This is an optimization exercise on Yosys and OpenROAD, whose aim is small area, a short achievable clock period and few clock cycles, not a production implementation. In this exercise RTL edits were held to simulation tests only and were not proved equivalent to the original.

Setup of onyx:
## cellular_automaton_engine
module cellular_automaton_engine (
    input  wire        clk,
    input  wire        rst,         
    input  wire        req_valid,
    output wire        req_ready,
    input  wire [63:0] req_data,
    output wire        rsp_valid,
    input  wire        rsp_ready,
    output wire [63:0] rsp_data
);
    localparam N = 9;
    localparam C = 261;
    localparam [7:0] OP_LOAD_STATE = 8'h01,
                     OP_READ_STATE = 8'h02,
                     OP_NEXT_U32   = 8'h03,
                     OP_NEXT_U64   = 8'h04,
                     OP_FILL_BYTES = 8'h05,
                     OP_SEED_U64   = 8'h06,
                     OP_SEED_BYTES = 8'h07,
                     OP_STEP       = 8'h08;
    localparam [7:0] ST_OK             = 8'h00,
                     ST_INVALID_LENGTH = 8'h01,
                     ST_ILLEGAL_CMD    = 8'h02,
                     ST_NOT_SEEDED     = 8'h03;
    localparam [3:0] S_IDLE  = 4'd0,
                     S_LOAD  = 4'd1,    
                     S_SBA   = 4'd2,    
                     S_SEEDU = 4'd4,    
                     S_GEN   = 4'd6,    
                     S_READ  = 4'd7,    
                     S_STEP  = 4'd8,    
                     S_LAST  = 4'd9,    
                     S_CATCH = 4'd10;   
    reg [31:0] s [0:N-1];
    reg        seeded;
    reg [3:0]  state;
    reg        req_ready_r;
    reg        rsp_valid_r;
    reg [63:0] rsp_r;
    reg [31:0] lo;              
    reg        have_lo;
    reg [31:0] rem;             
    reg        first;           
    reg [2:0]  nb3;             
    reg        ok9;             
    reg [2:0]  sbi;             
    reg        sh_lo;           
    reg        sh_two;          
    reg [15:0] q0, q1, q2, q3;  
    reg [4:0]  q1d1, q1d2;      
    reg [15:0] q2d;             
    reg [3:0]  pcnt;            
    reg        pbusy;           
    assign req_ready = req_ready_r;
  ...
Size in the first run: about 7700 cells after synthesis, about 130 I/O pins, about 73000 µm² of cells after synthesis.
export LEC_CHECK = 0
export CAP_MARGIN = 20
export CORE_MARGIN = 2
export CORE_UTILIZATION = 60
export PLACE_DENSITY = 0.7
export SLEW_MARGIN = 20
export SYNTH_HIERARCHICAL = 1
export SYNTH_MINIMUM_KEEP_SIZE = 0
create_clock -name core_clock -period 14.0 [get_ports {clk}]
standard.sh (not shown) runs the stock make flow with config.mk's settings and CLKGATE_MAP_FILE= SYNTH_SCRIPT=/design/flow/synth_recipe.tcl, a recipe that flattens the netlist after the stock synthesis.
==> flow/flow/run.sh <==
#!/bin/bash
# The standard ORFS layout (standard.sh: standard synthesis, floorplan,
# placement, CTS, routing, finish), with the setup repair asked to keep a
# larger margin under the design's clock period so that it works on the
# design's real critical paths. The SDC, clock period and I/O delays are
# the standard flow's, unchanged. make's full output goes to flow_make.log here; ORFS's
# per-step logs stay under orfs/logs/.
set -euo pipefail
cd "$(dirname "$0")/.."
bash standard.sh SETUP_SLACK_MARGIN=10 TNS_END_PERCENT=100 finish > flow_make.log 2>&1
onyx: all stages complete, timing, DRC and antenna checks passed
Testbench counts of onyx, summed over its fixed seeds: cycles 2,882.
The following lists how xenon was set up differently from onyx:
- CORE_UTILIZATION: 60 -> 50
- PLACE_DENSITY: 0.7 -> 0.6
## What came out
Between xenon and onyx, it is xenon whose number of tap instances is higher, by 305.
The more densely filled core belongs to onyx, not xenon.
Non-clock buffer area fraction after layout is higher on onyx
Delta (xenon minus onyx): clock transition at the registers of the reported paths flat.

========
Setup of build 3:
Another version of the RTL of cellular_automaton_engine (not shown whole).
Size in the first run: about 7500 cells after synthesis, roughly 130 I/O pins, about 0.071 sq mm of cells after synthesis.
clock: 14.0 ns
lec_check: 0
cap_margin: 20
core_margin: 2
core_utilization: 50
place_density: 0.6
slew_margin: 20
synth_hierarchical: 1
synth_minimum_keep_size: 0
==> flow/flow/run.sh <==
#!/bin/bash
# The standard ORFS layout (standard.sh: standard synthesis, floorplan,
# placement, CTS, routing, finish), with the setup repair asked to keep a
# larger margin under the design's clock period so that it works on the
# design's real critical paths. The SDC, clock period and I/O delays are
# the standard flow's, unchanged. make's full output goes to flow_make.log here; ORFS's
# per-step logs stay under orfs/logs/.
set -euo pipefail
cd "$(dirname "$0")/.."
bash standard.sh SETUP_SLACK_MARGIN=10 TNS_END_PERCENT=5 finish > flow_make.log 2>&1
Testbench counts of build 3, summed over its fixed seeds: cycles 2,882.
#### Input delta (build 62 over build 3)
diff --git a/flow/flow/run.sh b/flow/flow/run.sh
--- a/flow/flow/run.sh
+++ b/flow/flow/run.sh
@@ -9,2 +9,2 @@
 cd "$(dirname "$0")/.."
-bash standard.sh SETUP_SLACK_MARGIN=10 TNS_END_PERCENT=5 finish > flow_make.log 2>&1
+bash standard.sh SETUP_SLACK_MARGIN=10 TNS_END_PERCENT=100 finish > flow_make.log 2>&1
--- outcome ---
Build 62 | status: complete | timing, DRC, antenna: pass. Of build 62 and build 3, build 3 shows the lower final cell count, with build 62 above it. Diff build 62 and build 3: detailed route wirelength on metal2 higher in build 62. Final weighted congestion in routability-driven placement of build 62 falls short of that of build 3 slightly.

## static timing again, ports no longer ideal
Ports are ideal in the flow. The routed layouts listed here were re-timed in OpenROAD.
Step 1 sets driving cells, clkbuf_16 on the clock port and buf_2 on the other inputs (assumed; they add their load-dependent delay and slew).
Step 2 moves the port delays by t, midway between the first and last clock arrival at a register: inputs arrive t later, outputs are due t later. That takes back most of the time a late clock gives input paths.
Three values: ideal, step 1, step 2; two values: the first two.
run | t, ns | setup slack, ns | hold slack, ns | worst setup path after step 2
onyx | 0.802 | 9.650 / 9.650 / 9.093 | 0.424 / 0.424 / 0.424 | input to register
xenon | 0.815 | 9.675 / 9.675 / 9.127 | 0.323 / 0.323 / 0.323 | input to register
build 3 | 0.794 | 9.576 / 9.576 / 9.008 | 0.326 / 0.326 / 0.326 | input to register
build 62 | 0.819 | 9.683 / 9.683 / 9.057 | 0.330 / 0.330 / 0.330 | input to register
After both steps every run listed still meets setup and hold. The setup slack of build 62, which loses most, moves by 0.000 ns with the drivers and by -0.626 ns with both steps.
